This design comes from an exercise in tuning for small area, a short achievable clock period and few clock cycles on the open sky130 flow, not from production work.
RTL that was checked went through simulation tests only; none was proved equivalent to the original.
Power is estimated from default activity; no workload was simulated.

==> flow/design.v (excerpt) <==
module adb_kbd_translator (
    input  wire        clk,
    input  wire        rst_n,         
    input  wire        in_valid,
    output wire        in_ready,
    input  wire        in_clear,      
    input  wire [7:0]  in_len,        
    input  wire [63:0] in_data,       
    output wire        ev_valid,
    input  wire        ev_ready,
    output wire [7:0]  ev_data,
    output reg  [31:0] short_count
);
    function [7:0] keymap;
        input [7:0] u;
        begin
            case (u)
                8'h04: keymap = 8'h80 | 8'h00;   
                8'h05: keymap = 8'h80 | 8'h0B;   
                8'h06: keymap = 8'h80 | 8'h08;   
                8'h07: keymap = 8'h80 | 8'h02;   
                8'h08: keymap = 8'h80 | 8'h0E;   
                8'h09: keymap = 8'h80 | 8'h03;   
                8'h0A: keymap = 8'h80 | 8'h05;   
                8'h0B: keymap = 8'h80 | 8'h04;   
                8'h0C: keymap = 8'h80 | 8'h22;   
                8'h0D: keymap = 8'h80 | 8'h26;   
                8'h0E: keymap = 8'h80 | 8'h28;   
                8'h0F: keymap = 8'h80 | 8'h25;   
                8'h10: keymap = 8'h80 | 8'h2E;   
                8'h11: keymap = 8'h80 | 8'h2D;   
                8'h12: keymap = 8'h80 | 8'h1F;   
                8'h13: keymap = 8'h80 | 8'h23;   
                8'h14: keymap = 8'h80 | 8'h0C;   
                8'h15: keymap = 8'h80 | 8'h0F;   
                8'h16: keymap = 8'h80 | 8'h01;   
                8'h17: keymap = 8'h80 | 8'h11;   
                8'h18: keymap = 8'h80 | 8'h20;   
                8'h19: keymap = 8'h80 | 8'h09;   
                8'h1A: keymap = 8'h80 | 8'h0D;   
                8'h1B: keymap = 8'h80 | 8'h07;   
                8'h1C: keymap = 8'h80 | 8'h10;   
                8'h1D: keymap = 8'h80 | 8'h06;   
                8'h1E: keymap = 8'h80 | 8'h12;   
                8'h1F: keymap = 8'h80 | 8'h13;   
  ...
==> flow/config.mk <==
export PLATFORM = sky130hd
export DESIGN_NAME = adb_kbd_translator
export DESIGN_NICKNAME = adb_kbd_translator
export VERILOG_FILES = /design/flow/design.v
export SDC_FILE = /design/flow/constraint.sdc
export NUM_CORES = 4
export LEC_CHECK = 0
export CAP_MARGIN = 20
export CORE_MARGIN = 2
export CORE_UTILIZATION = 40
export CTS_BUF_LIST = sky130_fd_sc_hd__clkbuf_8
export SETUP_SLACK_MARGIN = 4.5
export SLEW_MARGIN = 20
==> flow/constraint.sdc <==
create_clock -name core_clock -period 8.0 [get_ports {clk}]
set_input_delay 1.6000 -clock core_clock [delete_from_list [all_inputs] [get_ports {clk}]]
set_output_delay 1.6000 -clock core_clock [all_outputs]
set_load 0.01 [all_outputs]
standard.sh (not shown) runs the stock make flow with config.mk's settings and CLKGATE_MAP_FILE= SYNTH_SCRIPT=/design/flow/synth_recipe.tcl, a recipe that flattens the netlist after the stock synthesis.
==> flow/flow/run.sh <==
#!/bin/bash
# Standard layout, with plain buf_2 cells as the port buffers instead of the
# cell buffer_ports picks by default. Make's output goes to flow_make.log.
set -euo pipefail
export BUFFER_PORTS_ARGS="-buffer_cell sky130_fd_sc_hd__buf_2"
bash standard.sh > flow_make.log 2>&1
The baseline finished clean.
Testbench counts at the start, summed over its fixed seeds: cycles 2,446.
==> next run, changes <==
--- a/flow/design.v
+++ b/flow/design.v
@@ -170,18 +170,17 @@
                 3'd5: modmap = 7'h7B;   
                 3'd6: modmap = 7'h7C;   
                 default: modmap = 7'h37;   
             endcase
         end
     endfunction
-    reg         rdy;               
+    reg         rdy_q, rdy_k;      
     reg  [7:0]  cur_mod;           
     reg  [41:0] cur_keys;          
     reg  [41:0] old_keys;          
     reg  [19:0] pend;              
-    reg         any;               
     reg         q0_v, q1_v;        
     reg  [7:0]  q0_d, q1_d;
     wire [7:0]  n_mod = in_data[7:0];
     wire [5:0]  n_map;             
     wire [41:0] n_keys;            
     genvar gi, gj;
@@ -244,14 +243,14 @@
     end
     wire       is_mod   = |pend[7:0];
     wire       is_rel   = |pend[13:8];
     wire [6:0] slot_map = adb_code(is_rel ? rel_code : prs_code);
     wire [7:0] ev_next  = is_mod ? mod_ev : {is_rel, slot_map[6:0]};
     wire take     = q0_v && ev_ready;
-    wire push     = any && !(q1_v && !take);
-    wire accept   = in_valid && rdy;
+    wire push     = (|pend) && !(q1_v && !take);
+    wire accept   = in_valid && in_ready;
     wire is_short = !in_clear && (in_len < 8'd8);
     wire is_rep   = !in_clear && !is_short;
     reg         n_q0_v, n_q1_v;
     always @(*) begin
         n_q0_v = q0_v;
         n_q1_v = q1_v;
@@ -261,29 +260,33 @@
         end else if (!q0_v) begin
             n_q0_v = push;
         end else if (!q1_v) begin
             n_q1_v = push;
         end
     end
-    wire        in_le1 = ~|(in_pend & lower_or(in_pend));
-    wire        n_le1  = accept ? (!is_rep || in_le1) : le1;
-    assign in_ready = rdy;
+    wire [7:0]  in_md  = in_pend[7:0];
+    wire [11:0] in_key = in_pend[19:8];
+    wire        md_le1 = ~|(in_md & lower_or({12'd0, in_md}));
+    wire        ky_le1 = ~|(in_key & lower_or({8'd0, in_key}));
+    wire        ky_ok  = ky_le1 && !(|in_md && |in_key);
+    assign in_ready = rdy_q && rdy_k;
     assign ev_valid = q0_v;
     assign ev_data  = q0_d;
     always @(posedge clk) begin
         if (!rst_n) begin
-            rdy         <= 1'b1;
-            any         <= 1'b0;
+            rdy_q       <= 1'b1;
+            rdy_k       <= 1'b1;
             cur_mod     <= 8'h00;
             cur_keys    <= 42'd0;
             pend        <= 20'd0;
             q0_v        <= 1'b0;
             q1_v        <= 1'b0;
             short_count <= 32'd0;
         end else begin
-            rdy  <= n_le1 && !n_q1_v;
+            rdy_q <= !n_q1_v && (accept ? (!is_rep || md_le1) : le1);
+            rdy_k <= !accept || !is_rep || ky_ok;
             q0_v <= n_q0_v;
             q1_v <= n_q1_v;
             if (take) begin
                 if (q1_v) begin
                     q0_d <= q1_d;
                     q1_d <= ev_next;
@@ -294,27 +297,24 @@
                 q0_d <= ev_next;
             end else if (!q1_v) begin
                 q1_d <= ev_next;
             end
             if (push) begin
                 pend <= rest;
-                any  <= !le1;
             end
             if (accept) begin
                 pend <= 20'd0;
-                any  <= 1'b0;
                 if (in_clear) begin
                     cur_mod  <= 8'h00;
                     cur_keys <= 42'd0;
                 end else if (is_short) begin
                     short_count <= short_count + 32'd1;
                 end else begin
                     cur_mod  <= n_mod;
                     cur_keys <= n_keys;
                     old_keys <= cur_keys;
                     pend     <= in_pend;
-                    any      <= |in_pend;
                 end
             end
         end
     end
 endmodule
The changed run ran to the end with no violations; cell count went down by 1.8%; setup slack improved by 19 ps; total power rose by 37%; cell area decreases by 1.9%; global-route usage rises by 1.1 points; die area fell by 2.8%; wire length is lower by 1.2%; first-iteration DRC count goes down by 4.3%; fmax climbs by 0.53%; sequential share of layout area came out higher by 0.51 points; worst hold slack is better by 7.4 ps.
Testbench counts after the change, summed over its fixed seeds: cycles 2,446.

== run a ==
Another version of the RTL of adb_kbd_translator (not shown whole).
For scale: about 1500 cells after synthesis, about 170 flip-flops, about 120 I/O pins.
// adb_kbd_translator
module adb_kbd_translator (
    input  wire        clk,
    input  wire        rst_n,         
    input  wire        in_valid,
    output wire        in_ready,
    input  wire        in_clear,      
    input  wire [7:0]  in_len,        
    input  wire [63:0] in_data,       
    output wire        ev_valid,
    input  wire        ev_ready,
    output wire [7:0]  ev_data,
    output reg  [31:0] short_count
);
    function [7:0] keymap;
        input [7:0] u;
        begin
            case (u)
                8'h04: keymap = 8'h80 | 8'h00;   
                8'h05: keymap = 8'h80 | 8'h0B;   
                8'h06: keymap = 8'h80 | 8'h08;   
                8'h07: keymap = 8'h80 | 8'h02;   
                8'h08: keymap = 8'h80 | 8'h0E;   
                8'h09: keymap = 8'h80 | 8'h03;   
                8'h0A: keymap = 8'h80 | 8'h05;   
                8'h0B: keymap = 8'h80 | 8'h04;   
                8'h0C: keymap = 8'h80 | 8'h22;   
                8'h0D: keymap = 8'h80 | 8'h26;   
                8'h0E: keymap = 8'h80 | 8'h28;   
                8'h0F: keymap = 8'h80 | 8'h25;   
                8'h10: keymap = 8'h80 | 8'h2E;   
                8'h11: keymap = 8'h80 | 8'h2D;   
                8'h12: keymap = 8'h80 | 8'h1F;   
                8'h13: keymap = 8'h80 | 8'h23;   
                8'h14: keymap = 8'h80 | 8'h0C;   
                8'h15: keymap = 8'h80 | 8'h0F;   
                8'h16: keymap = 8'h80 | 8'h01;   
                8'h17: keymap = 8'h80 | 8'h11;   
                8'h18: keymap = 8'h80 | 8'h20;   
                8'h19: keymap = 8'h80 | 8'h09;   
                8'h1A: keymap = 8'h80 | 8'h0D;   
                8'h1B: keymap = 8'h80 | 8'h07;   
                8'h1C: keymap = 8'h80 | 8'h10;   
                8'h1D: keymap = 8'h80 | 8'h06;   
                8'h1E: keymap = 8'h80 | 8'h12;   
                8'h1F: keymap = 8'h80 | 8'h13;   
                8'h20: keymap = 8'h80 | 8'h14;   
                8'h21: keymap = 8'h80 | 8'h15;   
                8'h22: keymap = 8'h80 | 8'h17;   
                8'h23: keymap = 8'h80 | 8'h16;   
  ...
export LEC_CHECK = 0
export CAP_MARGIN = 20
export CORE_MARGIN = 2
export CORE_UTILIZATION = 40
export CTS_BUF_LIST = sky130_fd_sc_hd__clkbuf_8
export SETUP_SLACK_MARGIN = 4.5
export SLEW_MARGIN = 20
create_clock -name core_clock -period 8.0 [get_ports {clk}]
Scripts as last shown in full above: flow/flow/run.sh
Run a was carried through to the last stage, and its layout satisfied the timing, design-rule and antenna checks.
Relative to run a, the following input files were edited for run b:
-- flow/design.v --
<<< run a, line 284
    assign ky_ok[3] = !(|in_md && (|in_rl || |in_pr));
    assign in_ready = rdy_q && (&rdy_k);
    assign ev_valid = q0_v;
    assign ev_data  = q0_d;
>>> run b, line 284
    assign ky_ok[3] = !(|in_md && (|in_rl || |in_pr));
    assign in_ready = rdy_q && (&rdy_k);
    wire sc_load = !rst_n || (accept && is_short);
    always @(posedge clk)
        if (sc_load) short_count <= {32{rst_n}} & (short_count + 32'd1);
    assign ev_valid = q0_v;
    assign ev_data  = q0_d;
<<< run a, line 295
            q0_v        <= 1'b0;
            q1_v        <= 1'b0;
            short_count <= 32'd0;
        end else begin
            rdy_q <= !n_q1_v && (accept ? (!is_rep || md_le1) : le1);
>>> run b, line 298
            q0_v        <= 1'b0;
            q1_v        <= 1'b0;
        end else begin
            rdy_q <= !n_q1_v && (accept ? (!is_rep || md_le1) : le1);
<<< run a, line 322
                    cur_keys <= 42'd0;
                end else if (is_short) begin
                    short_count <= short_count + 32'd1;
                end else begin
                    cur_mod  <= n_mod;
>>> run b, line 324
                    cur_keys <= 42'd0;
                end else if (is_short) begin
                end else begin
                    cur_mod  <= n_mod;
==> run notes <==
Relative to run a, buffer count excluding the clock tree in the final layout decreased by 4.6% in run b. Wire length after detailed routing sits lower in run b than in run a. Looking at time the worst path needs with I/O delays and setup across run a and run b, the one that comes out lower is run b. When the final numbers for run a and run b were put side by side, the count of multi-input gates turned out to be greater in run a. Compared to run a, run b has pre-CTS setup slack 0.24 ns higher. For run a and run b, there was not a single run that failed to finish clean.
Testbench counts of run b, summed over its fixed seeds: cycles 2,446.
No functional check of the RTL was part of run a.

The RTL this note starts from:
==> flow/design.v <==
module adb_kbd_translator (
    input  wire        clk,
    input  wire        rst_n,         
    input  wire        in_valid,
    output wire        in_ready,
    input  wire        in_clear,      
    input  wire [7:0]  in_len,        
    input  wire [63:0] in_data,       
    output wire        ev_valid,
    input  wire        ev_ready,
    output wire [7:0]  ev_data,
    output reg  [31:0] short_count
);
    function [7:0] keymap;
        input [7:0] u;
        begin
            case (u)
                8'h04: keymap = 8'h80 | 8'h00;   
                8'h05: keymap = 8'h80 | 8'h0B;   
                8'h06: keymap = 8'h80 | 8'h08;   
                8'h07: keymap = 8'h80 | 8'h02;   
                8'h08: keymap = 8'h80 | 8'h0E;   
                8'h09: keymap = 8'h80 | 8'h03;   
                8'h0A: keymap = 8'h80 | 8'h05;   
                8'h0B: keymap = 8'h80 | 8'h04;   
                8'h0C: keymap = 8'h80 | 8'h22;   
                8'h0D: keymap = 8'h80 | 8'h26;   
                8'h0E: keymap = 8'h80 | 8'h28;   
                8'h0F: keymap = 8'h80 | 8'h25;   
                8'h10: keymap = 8'h80 | 8'h2E;   
                8'h11: keymap = 8'h80 | 8'h2D;   
                8'h12: keymap = 8'h80 | 8'h1F;   
                8'h13: keymap = 8'h80 | 8'h23;   
                8'h14: keymap = 8'h80 | 8'h0C;   
                8'h15: keymap = 8'h80 | 8'h0F;   
                8'h16: keymap = 8'h80 | 8'h01;   
                8'h17: keymap = 8'h80 | 8'h11;   
                8'h18: keymap = 8'h80 | 8'h20;   
                8'h19: keymap = 8'h80 | 8'h09;   
                8'h1A: keymap = 8'h80 | 8'h0D;   
                8'h1B: keymap = 8'h80 | 8'h07;   
                8'h1C: keymap = 8'h80 | 8'h10;   
                8'h1D: keymap = 8'h80 | 8'h06;   
                8'h1E: keymap = 8'h80 | 8'h12;   
                8'h1F: keymap = 8'h80 | 8'h13;   
                8'h20: keymap = 8'h80 | 8'h14;   
                8'h21: keymap = 8'h80 | 8'h15;   
                8'h22: keymap = 8'h80 | 8'h17;   
                8'h23: keymap = 8'h80 | 8'h16;   
                8'h24: keymap = 8'h80 | 8'h1A;   
                8'h25: keymap = 8'h80 | 8'h1C;   
                8'h26: keymap = 8'h80 | 8'h19;   
                8'h27: keymap = 8'h80 | 8'h1D;   
                8'h28: keymap = 8'h80 | 8'h24;   
                8'h29: keymap = 8'h80 | 8'h35;   
                8'h2A: keymap = 8'h80 | 8'h33;   
                8'h2B: keymap = 8'h80 | 8'h30;   
                8'h2C: keymap = 8'h80 | 8'h31;   
                8'h2D: keymap = 8'h80 | 8'h1B;   
                8'h2E: keymap = 8'h80 | 8'h18;   
                8'h2F: keymap = 8'h80 | 8'h21;   
                8'h30: keymap = 8'h80 | 8'h1E;   
                8'h31: keymap = 8'h80 | 8'h2A;   
                8'h33: keymap = 8'h80 | 8'h29;   
                8'h34: keymap = 8'h80 | 8'h27;   
                8'h35: keymap = 8'h80 | 8'h32;   
                8'h36: keymap = 8'h80 | 8'h2B;   
                8'h37: keymap = 8'h80 | 8'h2F;   
                8'h38: keymap = 8'h80 | 8'h2C;   
                8'h39: keymap = 8'h80 | 8'h39;   
                8'h3A: keymap = 8'h80 | 8'h7A;   
                8'h3B: keymap = 8'h80 | 8'h78;   
                8'h3C: keymap = 8'h80 | 8'h63;   
                8'h3D: keymap = 8'h80 | 8'h76;   
                8'h3E: keymap = 8'h80 | 8'h60;   
                8'h3F: keymap = 8'h80 | 8'h61;   
                8'h40: keymap = 8'h80 | 8'h62;   
                8'h41: keymap = 8'h80 | 8'h64;   
                8'h42: keymap = 8'h80 | 8'h65;   
                8'h43: keymap = 8'h80 | 8'h6D;   
                8'h44: keymap = 8'h80 | 8'h67;   
                8'h45: keymap = 8'h80 | 8'h6F;   
                8'h49: keymap = 8'h80 | 8'h72;   
                8'h4A: keymap = 8'h80 | 8'h73;   
                8'h4B: keymap = 8'h80 | 8'h74;   
                8'h4C: keymap = 8'h80 | 8'h75;   
                8'h4D: keymap = 8'h80 | 8'h77;   
                8'h4E: keymap = 8'h80 | 8'h79;   
                8'h4F: keymap = 8'h80 | 8'h3C;   
                8'h50: keymap = 8'h80 | 8'h3B;   
                8'h51: keymap = 8'h80 | 8'h3D;   
                8'h52: keymap = 8'h80 | 8'h3E;   
                8'h53: keymap = 8'h80 | 8'h47;   
                8'h54: keymap = 8'h80 | 8'h4B;   
                8'h55: keymap = 8'h80 | 8'h43;   
                8'h56: keymap = 8'h80 | 8'h4E;   
                8'h57: keymap = 8'h80 | 8'h45;   
                8'h58: keymap = 8'h80 | 8'h4C;   
                8'h59: keymap = 8'h80 | 8'h53;   
                8'h5A: keymap = 8'h80 | 8'h54;   
                8'h5B: keymap = 8'h80 | 8'h55;   
                8'h5C: keymap = 8'h80 | 8'h56;   
                8'h5D: keymap = 8'h80 | 8'h57;   
                8'h5E: keymap = 8'h80 | 8'h58;   
                8'h5F: keymap = 8'h80 | 8'h59;   
                8'h60: keymap = 8'h80 | 8'h5B;   
                8'h61: keymap = 8'h80 | 8'h5C;   
                8'h62: keymap = 8'h80 | 8'h52;   
                8'h63: keymap = 8'h80 | 8'h41;   
                8'h67: keymap = 8'h80 | 8'h51;   
                8'h68: keymap = 8'h80 | 8'h69;   
                8'h69: keymap = 8'h80 | 8'h6B;   
                8'h6A: keymap = 8'h80 | 8'h71;   
                default: keymap = 8'h00;         
            endcase
        end
    endfunction
    function [6:0] modmap;
        input [2:0] b;
        begin
            case (b)
                3'd0: modmap = 7'h36;   
                3'd1: modmap = 7'h38;   
                3'd2: modmap = 7'h3A;   
                3'd3: modmap = 7'h37;   
                3'd4: modmap = 7'h7D;   
                3'd5: modmap = 7'h7B;   
                3'd6: modmap = 7'h7C;   
                default: modmap = 7'h37;   
            endcase
        end
    endfunction
    reg         rdy;               
    reg  [7:0]  cur_mod;           
    reg  [41:0] cur_keys;          
    reg  [41:0] old_keys;          
    reg  [19:0] pend;              
    reg         any;               
    reg  [5:0]  fr, fp;            
    reg         q0_v, q1_v;        
    reg  [7:0]  q0_d, q1_d;
    wire [7:0]  n_mod = in_data[7:0];
    wire [5:0]  n_map;             
    wire [41:0] n_keys;            
    genvar gi, gj;
    generate
        for (gj = 0; gj < 6; gj = gj + 1) begin : g_new
            wire [7:0] u = in_data[16 + 8*gj +: 8];
            wire [7:0] m = keymap(u);
            assign n_map[gj] = m[7];
            assign n_keys[7*gj +: 7] = m[7] ? u[6:0] : 7'd0;
        end
    endgenerate
    wire [35:0] eq;
    generate
        for (gi = 0; gi < 6; gi = gi + 1) begin : g_i
            for (gj = 0; gj < 6; gj = gj + 1) begin : g_j
                assign eq[6*gi + gj] = !in_data[16 + 8*gj + 7] &&
                    (cur_keys[7*gi +: 7] == in_data[16 + 8*gj +: 7]);
            end
        end
    endgenerate
    wire [5:0] rel_m, prs_m;
    generate
        for (gi = 0; gi < 6; gi = gi + 1) begin : g_rel
            assign rel_m[gi] = (cur_keys[7*gi +: 7] != 7'd0) && !(|eq[6*gi +: 6]);
            assign prs_m[gi] = n_map[gi] &&
                !(eq[gi] | eq[6+gi] | eq[12+gi] | eq[18+gi] | eq[24+gi] | eq[30+gi]);
        end
    endgenerate
    wire [19:0] in_pend = {prs_m, rel_m, n_mod ^ cur_mod};
    function [19:0] lower_or;      
        input [19:0] p;
        integer k;
        begin
            lower_or[0] = 1'b0;
            for (k = 1; k < 20; k = k + 1) lower_or[k] = lower_or[k-1] | p[k-1];
        end
    endfunction
    wire [19:0] pre   = lower_or(pend);
    wire [19:0] first = pend & ~pre;
    wire [19:0] rest  = pend & pre;
    wire        le1   = ~|rest;
    function [5:0] first6;
        input [5:0] p;
        begin
            first6 = p & ~{p[4:0] | {p[3:0], 1'b0} | {p[2:0], 2'b0} |
                           {p[1:0], 3'b0} | {p[0], 4'b0}, 1'b0};
        end
    endfunction
    reg  [6:0]  rel_code, prs_code;
    reg  [7:0]  mod_ev;
    integer k;
    always @(*) begin
        rel_code = 7'd0;
        prs_code = 7'd0;
        for (k = 0; k < 6; k = k + 1) begin
            rel_code = rel_code | ({7{fr[k]}} & old_keys[7*k +: 7]);
            prs_code = prs_code | ({7{fp[k]}} & cur_keys[7*k +: 7]);
        end
        mod_ev = 8'd0;
        for (k = 0; k < 8; k = k + 1)
            if (first[k]) mod_ev = mod_ev | {~cur_mod[k], modmap(k[2:0])};
    end
    wire       is_mod   = |pend[7:0];
    wire       is_rel   = |pend[13:8];
    wire [7:0] slot_map = keymap({1'b0, is_rel ? rel_code : prs_code});
    wire [7:0] ev_next  = is_mod ? mod_ev : {is_rel, slot_map[6:0]};
    wire take     = q0_v && ev_ready;
    wire push     = any && !(q1_v && !take);
    wire accept   = in_valid && rdy;
    wire is_short = !in_clear && (in_len < 8'd8);
    wire is_rep   = !in_clear && !is_short;
    reg         n_q0_v, n_q1_v;
    always @(*) begin
        n_q0_v = q0_v;
        n_q1_v = q1_v;
        if (take) begin
            if (q1_v) n_q1_v = push;
            else      n_q0_v = push;
        end else if (!q0_v) begin
            n_q0_v = push;
        end else if (!q1_v) begin
            n_q1_v = push;
        end
    end
    wire        in_le1 = ~|(in_pend & lower_or(in_pend));
    wire        n_le1  = accept ? (!is_rep || in_le1) : le1;
    assign in_ready = rdy;
    assign ev_valid = q0_v;
    assign ev_data  = q0_d;
    always @(posedge clk) begin
        if (!rst_n) begin
            rdy         <= 1'b1;
            any         <= 1'b0;
            cur_mod     <= 8'h00;
            cur_keys    <= 42'd0;
            pend        <= 20'd0;
            q0_v        <= 1'b0;
            q1_v        <= 1'b0;
            short_count <= 32'd0;
        end else begin
            rdy  <= n_le1 && !n_q1_v;
            q0_v <= n_q0_v;
            q1_v <= n_q1_v;
            if (take) begin
                if (q1_v) begin
                    q0_d <= q1_d;
                    q1_d <= ev_next;
                end else begin
                    q0_d <= ev_next;
                end
            end else if (!q0_v) begin
                q0_d <= ev_next;
            end else if (!q1_v) begin
                q1_d <= ev_next;
            end
            if (push) begin
                pend <= rest;
                any  <= !le1;
                if (!is_mod) begin
                    if (is_rel) fr <= first6(pend[13:8] & ~fr);
                    else        fp <= first6(pend[19:14] & ~fp);
                end
            end
            if (accept) begin
                pend <= 20'd0;
                any  <= 1'b0;
                if (in_clear) begin
                    cur_mod  <= 8'h00;
                    cur_keys <= 42'd0;
                end else if (is_short) begin
                    short_count <= short_count + 32'd1;
                end else begin
                    cur_mod  <= n_mod;
                    cur_keys <= n_keys;
                    old_keys <= cur_keys;
                    pend     <= in_pend;
                    fr       <= first6(in_pend[13:8]);
                    fp       <= first6(in_pend[19:14]);
                    any      <= |in_pend;
                end
            end
        end
    end
endmodule
Settings: LEC_CHECK=0, CAP_MARGIN=20, CORE_MARGIN=2, CORE_UTILIZATION=40, CTS_BUF_LIST=sky130_fd_sc_hd__clkbuf_4 sky130_fd_sc_hd__clkbuf_8, SETUP_SLACK_MARGIN=4.5, SLEW_MARGIN=20; clock period 8.0 ns.
Scripts as last shown in full above: flow/flow/run.sh
Then changed:
--- a/flow/design.v
+++ b/flow/design.v
@@ -135,9 +135,8 @@
     reg  [41:0] cur_keys;          
     reg  [41:0] old_keys;          
     reg  [19:0] pend;              
     reg         any;               
-    reg  [5:0]  fr, fp;            
     reg         q0_v, q1_v;        
     reg  [7:0]  q0_d, q1_d;
     wire [7:0]  n_mod = in_data[7:0];
     wire [5:0]  n_map;             
@@ -180,24 +179,22 @@
     wire [19:0] pre   = lower_or(pend);
     wire [19:0] first = pend & ~pre;
     wire [19:0] rest  = pend & pre;
     wire        le1   = ~|rest;
-    function [5:0] first6;
-        input [5:0] p;
-        begin
-            first6 = p & ~{p[4:0] | {p[3:0], 1'b0} | {p[2:0], 2'b0} |
-                           {p[1:0], 3'b0} | {p[0], 4'b0}, 1'b0};
-        end
-    endfunction
     reg  [6:0]  rel_code, prs_code;
     reg  [7:0]  mod_ev;
+    reg         seen_r, seen_p;
     integer k;
     always @(*) begin
         rel_code = 7'd0;
         prs_code = 7'd0;
+        seen_r   = 1'b0;
+        seen_p   = 1'b0;
         for (k = 0; k < 6; k = k + 1) begin
-            rel_code = rel_code | ({7{fr[k]}} & old_keys[7*k +: 7]);
-            prs_code = prs_code | ({7{fp[k]}} & cur_keys[7*k +: 7]);
+            if (pend[8+k] && !seen_r)  rel_code = old_keys[7*k +: 7];
+            if (pend[14+k] && !seen_p) prs_code = cur_keys[7*k +: 7];
+            seen_r = seen_r | pend[8+k];
+            seen_p = seen_p | pend[14+k];
         end
         mod_ev = 8'd0;
         for (k = 0; k < 8; k = k + 1)
             if (first[k]) mod_ev = mod_ev | {~cur_mod[k], modmap(k[2:0])};
@@ -257,12 +254,8 @@
             end
             if (push) begin
                 pend <= rest;
                 any  <= !le1;
-                if (!is_mod) begin
-                    if (is_rel) fr <= first6(pend[13:8] & ~fr);
-                    else        fp <= first6(pend[19:14] & ~fp);
-                end
             end
             if (accept) begin
                 pend <= 20'd0;
                 any  <= 1'b0;
@@ -275,10 +268,8 @@
                     cur_mod  <= n_mod;
                     cur_keys <= n_keys;
                     old_keys <= cur_keys;
                     pend     <= in_pend;
-                    fr       <= first6(in_pend[13:8]);
-                    fp       <= first6(in_pend[19:14]);
                     any      <= |in_pend;
                 end
             end
         end
Outcome: Via count decreases by a few percent. Global-route usage increases by 0.21 points. Area after synthesis decreases slightly. Worst hold slack loses 20 ps. Die area decreases slightly. Design area decreases by a few percent. Cell count decreases slightly. Non-clock buffer count increases by 3. Routed wire length decreases slightly. Power decreases by a little under a tenth. Setup slack loses 140 ps. Clock power decreases by a few percent. Critical path depth is unchanged.
Testbench counts after the change, summed over its fixed seeds: cycles 2,446.
For the first run of this note, only the layout was checked, not whether the RTL still works.

## afterwards: timing with drivers on the ports
Ports are ideal in the flow. The routed layouts listed here were re-timed in OpenROAD.
Step 1 (the two cells are an assumption about what drives the block):
set clk [get_ports {clk}]
set_driving_cell -lib_cell sky130_fd_sc_hd__clkbuf_16 $clk
set_driving_cell -lib_cell sky130_fd_sc_hd__buf_2 [delete_from_list [all_inputs] $clk]
Step 2 moves the port delays by t, midway between the first and last clock arrival at a register: inputs arrive t later, outputs are due t later. That takes back most of the time a late clock gives input paths.
a / b / c = ideal / step 1 / step 2; a / b = the first two.
run	t, ns	slack for setup (ns)	hold WS [ns]	slew at the worst register clock pin (ns)
the first run of note 1	0.502	4.416 / 4.410 / 3.908	0.523 / 0.523 / 0.523	0.12 / 0.12
the second run of note 1	0.508	4.435 / 4.439 / 3.931	0.530 / 0.530 / 0.530	0.10 / 0.10
run a	0.527	4.403 / 4.403 / 4.020	0.506 / 0.506 / 0.506	0.12 / 0.12
run b	0.526	4.546 / 4.574 / 4.047	0.563 / 0.563 / 0.563	0.11 / 0.11
the first run of note 3	0.542	4.504 / 4.526 / 3.986	0.538 / 0.538 / 0.538	0.12 / 0.12
the second run of note 3	0.516	4.362 / 4.362 / 4.057	0.518 / 0.518 / 0.518	0.10 / 0.10
After both steps setup and hold are still met in every run listed. The setup slack of the first run of note 3, which loses most, moves by +0.022 ns with the drivers and by -0.518 ns with both steps.
